Context: an optimization exercise on an open-source flow, tuned for small area and a short achievable clock period. The choices shown serve that exercise and are no tape-out recipe. The RTL was checked by simulation tests, not by an equivalence proof against the original design.

==> design/flow/design.v <==
module synth_osc #(
    parameter W  = 16,    
    parameter PW = 12     
) (
    input  wire          clk,
    input  wire          rst,
    input  wire          kind,      
    input  wire [PW-1:0] period,
    input  wire          ack,
    output reg  [W-1:0]  sample,
    output reg           rdy
);
    localparam [1:0] S_COMPUTE = 2'd0, S_WAITING = 2'd1, S_READY = 2'd2;
    localparam [W-1:0] MAXS = {W{1'b1}};
    reg [1:0]    state;
    reg [PW-1:0] current;
    wire [PW-1:0] half = period >> 1;
    wire [W-1:0] sq_sample = (current > half) ? MAXS : {W{1'b0}};
    wire [W+PW-1:0] tri_num    = MAXS * current;
    wire [W+PW-1:0] tri_target = tri_num / half;
    wire [W-1:0]    tri_sample = (current > half) ? tri_target[W-1:0]
                                                  : (MAXS - (tri_target[W-1:0] - MAXS));
    wire [PW-1:0] next_current = (current + 1'b1 == period) ? {PW{1'b0}} : current + 1'b1;
    always @(posedge clk) begin
        if (rst) begin
            state   <= S_COMPUTE;
            current <= {PW{1'b0}};
            sample  <= {W{1'b0}};
            rdy     <= 1'b0;
        end else begin
            case (state)
                S_COMPUTE: begin
                    sample  <= kind ? tri_sample : sq_sample;
                    current <= next_current;
                    state   <= S_WAITING;
                end
                S_WAITING: begin
                    if (!ack) begin
                        rdy   <= 1'b1;
                        state <= S_READY;
                    end
                end
                S_READY: begin
                    if (ack) begin
                        rdy   <= 1'b0;
                        state <= S_COMPUTE;
                    end
                end
                default: state <= S_COMPUTE;
            endcase
        end
    end
endmodule
module voice_synth #(
    parameter NV = 4,     
    parameter W  = 16,    
    parameter P  = 8,     
    parameter PW = 12,    
    parameter DW = 16     
) (
    input  wire             clk,
    input  wire             rst,
    input  wire [DW-1:0]    cfg_divisor,
    input  wire [NV-1:0]    cfg_kind,
    input  wire [NV*PW-1:0] cfg_period,
    input  wire             tx_ready,
    output wire [P-1:0]     tx_data,
    output reg              tx_accept
);
    localparam A = W + $clog2(NV);
    localparam [1:0] M_COMPUTE = 2'd0, M_SENDACK = 2'd1, M_IDLE = 2'd2;
    wire [NV*W-1:0] samples;
    wire [NV-1:0]   rdys;
    reg             ack;
    genvar g;
    generate
        for (g = 0; g < NV; g = g + 1) begin : voice
            synth_osc #(.W(W), .PW(PW)) osc (
                .clk    (clk),
                .rst    (rst),
                .kind   (cfg_kind[g]),
                .period (cfg_period[g*PW +: PW]),
                .ack    (ack),
                .sample (samples[g*W +: W]),
                .rdy    (rdys[g])
            );
        end
    endgenerate
    reg [A-1:0] sum;
    integer i;
    always @(*) begin
        sum = {A{1'b0}};
        for (i = 0; i < NV; i = i + 1)
            sum = sum + samples[i*W +: W];
    end
    reg [1:0]    mstate;
    reg [DW-1:0] div;
    reg [A-1:0]  mixed;
    reg [P-1:0]  out_byte;
    wire [A-1:0] average = mixed / NV;
    wire [P-1:0] narrow  = average[W-1:W-P];
    assign tx_data = out_byte;
    always @(posedge clk) begin
        if (rst) begin
            mstate    <= M_COMPUTE;
            div       <= {DW{1'b0}};
            mixed     <= {A{1'b0}};
            out_byte  <= {P{1'b0}};
            ack       <= 1'b0;
            tx_accept <= 1'b0;
        end else begin
            div <= (div + 1'b1 == cfg_divisor) ? {DW{1'b0}} : div + 1'b1;
            case (mstate)
                M_COMPUTE: begin
                    if (&rdys) begin
                        mixed  <= sum;
                        mstate <= M_SENDACK;
                    end
                end
                M_SENDACK: begin
                    ack <= 1'b1;
                    if (tx_ready) begin
                        out_byte  <= narrow;
                        tx_accept <= 1'b1;
                        mstate    <= M_IDLE;
                    end
                end
                M_IDLE: begin
                    ack       <= 1'b0;
                    tx_accept <= 1'b0;
                    if (div == {DW{1'b0}})
                        mstate <= M_COMPUTE;
                end
                default: mstate <= M_COMPUTE;
            endcase
        end
    end
endmodule
==> design/flow/run.sh <==
#!/bin/bash
# synth_recipe.tcl (not shown) runs the flow's synth.tcl, then flattens the netlist and writes it again
# the make line also repeats each setting of config.mk as NAME=value (left out here)
make -C /OpenROAD-flow-scripts/flow DESIGN_CONFIG=/design/flow/config.mk WORK_HOME=/design/flow/orfs CLKGATE_MAP_FILE= SYNTH_SCRIPT=/design/flow/synth_recipe.tcl finish
==> design/flow/config.mk <==
export PLATFORM = sky130hd
export DESIGN_NAME = voice_synth
export DESIGN_NICKNAME = voice_synth
export VERILOG_FILES = /design/flow/design.v
export SDC_FILE = /design/flow/constraint.sdc
export NUM_CORES = 4
export LEC_CHECK = 0
export CAP_MARGIN = 20
export CORE_MARGIN = 2
export CORE_UTILIZATION = 40
export SLEW_MARGIN = 20
==> design/flow/constraint.sdc <==
create_clock -name core_clock -period 90.0 [get_ports {clk}]
set_input_delay 18.0000 -clock core_clock [delete_from_list [all_inputs] [get_ports {clk}]]
set_output_delay 18.0000 -clock core_clock [all_outputs]
set_load 0.01 [all_outputs]
==> out/qor.yml <==
worst_setup_path:
  critPathMaxFanout: 10
  cp.required_ps: 90360
  reg2regPathDepth: 375
  cpPeakStageDelay_ps: 580
  path_common_cell: "o21a_1"
  crit_path_end_kind: "flop"
  crit_arrival_ps: 87530
  reg2reg_to: "voice[3].osc.sample[8]"
  cpMaxStageDelayCell: "or4_4"
  worstSetupPathType: "input pin to flop"
  r2r_setup_slack_ps: 14960
  r2r_start: "voice[3].osc.current[9]"
  cp-start-kind: "input pin"
grt:
  grt_antenna_before_repair: 7
  grt-ovfl-total: 0
  grt_use_total: 0.255
  grt_pass1_wl_um: 478000
  grt_max_degree: 73
  grt_pass1_vias: 91600
finish:
  fin_util: 0.482
  layout_commonest_cell: "ha_1"
  layout_common_cells: "ha_1, buf_4, nor2_1"
  drive_gt1_frac: 0.195
  nets: 14700
  nFillCells: 21600
  design_area_sq_mm: 0.105
  syn_to_final_growth_pct: 19.6
routing:
  vias_per_cell: 6.04
  wirelength_um: 303000
  vias: 96300
  drtIter0Drc: 5995
  ant_nets: 0
  drc: 0
  routedWlPerCell_um: 19.0
  dr.pass1.iters: 8
sta:
  hold_viol: 0
  fin_hold_ws_ps: 463
  post-route-period-util: 0.969
  rsz0062_at_grt: "yes"
  clock.fmax_mhz: 11.5
  setup_tns_ps: 0
  period_needed_ps: 87170
  clock_skew_ps: 21.2
  slew_viol_final: 0
  setup_ws_ps: 2830
  setup_viol: 0
  slew-limit-headroom: 0.353
  tightest_slew_ps: 965
run_status:
  outcome: "no timing/DRC/antenna violations"
clocking:
  cts.sinks: 160
  clkTransAtPathRegs_ps: 80
  clk_latency_ps: 520
  cts_root_buf: "clkbuf_16"
  cts_buffers: 17
  cts_buffer_depth: 2
  cts_tree: "yes"
  htree_levels: 4
  ctsHoldBuffers: 0
synthesis:
  synth_area_per_cell_sq_um: 7.27
  synth_edf_count: 0
  synth-async-reset-ratio: 0
  synthCells: 12100
  ys_seq_area_frac: 0.0365
  ys_ff_latch: 160
  synth_warnings: 2
  ys.flop_type: "dfxtp_1"
  synth_area_sq_mm: 0.0878
  ys_types: 161
  syn-num-nets: 13700
placed_design:
  portBuffers: 79
  dp_hpwl_um: 243000
  place_ws_ps: -3190
  gp_congestion: 0.918
  post_dp_cell_area_sq_mm: 0.0978
min_path:
  min_from: "out_byte[2]"
  hold_path_end: "out_byte[2]"
  worst_hold_path_type: "flop to flop"
  hold_depth: 2
floorplan:
  dieArea_sq_mm: 0.223
  fp.dieW_um: 472
  dieHeight_um: 472
  start_util: 0.403
  core-area_sq_mm: 0.218
  io_pins: 80
  num_rows: 171
run:
  cap_violations: 0
==> metrics by stage <==
stage	std cells
after floorplan	12100
after global placement	15500
after detailed placement	15500
after CTS	15600
after global routing	15900
final	15900
==> critical path, delay by kind of cell <==
family	cells	cell delay, ps
compound gates	221	40990
fa+ha+maj	28	8120
buf+inv	19	2440
mux	6	1810
simple gates	89	15990
==> layer usage <==
| metal | wire length [um] | GRT usage |
|---|---|---|
| met5 | 0 | 0 |
| met4 | 7600 | 0.0623 |
| met3 | 11100 | 0.0154 |
| met1 | 138000 | 0.337 |
| met2 | 147000 | 0.450 |
==> cell families after synthesis <==
kind of cell,after synthesis,share of synthesized area
simple gates,4537,0.261
mux,332,0.0412
buf+inv,975,0.0435
fa+ha+maj,1609,0.250
flops,160,0.0365
xor+xnor,610,0.0612
compound gates,3846,0.306
==> synthesized netlist by cell type, types with 137 or more instances <==
| library cell | count | area [sq um] |
|---|---|---|
| nor3_1 | 758 | 3790 |
| clkbuf_1 | 249 | 935 |
| mux2_2 | 204 | 2300 |
| xnor2_1 | 397 | 3480 |
| xor2_1 | 209 | 1830 |
| nand3_1 | 285 | 1430 |
| nor2_1 | 1110 | 4170 |
| o21a_1 | 659 | 4950 |
| or3_1 | 137 | 857 |
| a21oi_1 | 789 | 3950 |
| o21ai_0 | 538 | 2690 |
| ha_1 | 1356 | 17000 |
| a21o_1 | 270 | 2030 |
| fa_1 | 247 | 4940 |
| nand4_1 | 191 | 1190 |
| nand2_1 | 989 | 3710 |
| dfxtp_1 | 160 | 3200 |
| inv_1 | 630 | 2360 |
| o31ai_1 | 338 | 2540 |
==> final cells by class <==
class / instances / area [sq um] / area share
Sequential cell: 160 / 3200 / 0.0305
Clock buffer: 18 / 429 / 0.00409
Antenna cell: 3 / 7.51 / 0.0000715
Tap cell: 2854 / 3570 / 0.0340
Timing Repair Buffer: 1317 / 10300 / 0.0977
Inverter: 635 / 2400 / 0.0228
Multi-Input combinational cell: 10900 / 84900 / 0.809
Clock inverter: 14 / 140 / 0.00134
==> worst max-delay path by stage <==
stage	cells after the start	end	start
floorplan	400	voice[0].osc.sample[12]	cfg_period[6]
global placement	373	voice[0].osc.sample[12]	cfg_period[6]
detailed placement	374	voice[0].osc.sample[12]	cfg_period[6]
CTS	366	voice[3].osc.sample[8]	cfg_period[46]
global route	372	voice[3].osc.sample[8]	cfg_period[42]
finish	363	voice[3].osc.sample[8]	cfg_period[42]
==> flip-flops by register name (all words and copies together), names as in the netlist <==
signal             cells
voice.osc.sample      64
voice.osc.current     48
div                   16
mixed                  8
out_byte               8
voice.osc.state        8
voice.osc.rdy          4
mstate                 2
ack                    1
tx_accept              1
==> timing repair <==
action,CTS,global route
gates cloned,1,6
hold endpoints to repair,0,0
resized for setup,89,801
buffers inserted,38,323
pin swaps,15,475
setup endpoints to repair,63,64

==> separate check: timing with driven ports <==
In the flow no input, the clock included, has a driving cell. The finished layout below was timed again as built, in two steps. Step 1 sets driving cells, clkbuf_16 on the clock port and buf_2 on the other inputs (assumed; they add their load-dependent delay and slew). Step 2 also shifts input and output timing later by t, the mid clock arrival at the registers, as if the neighbouring blocks saw the same clock. Slacks: ideal ports / drivers / drivers and shift; pairs: ideal ports / drivers.
t, ns: 0.577
slack for setup (ns): 2.833 / 2.880 / 2.303
worst register clock-pin slew, ns: 0.09 / 0.09
worst data-port slew with drivers (ns): 0.24
After both steps this run still meets setup and hold. For this run, drivers alone change the setup slack by +0.047 ns; drivers and shift together by -0.530 ns.
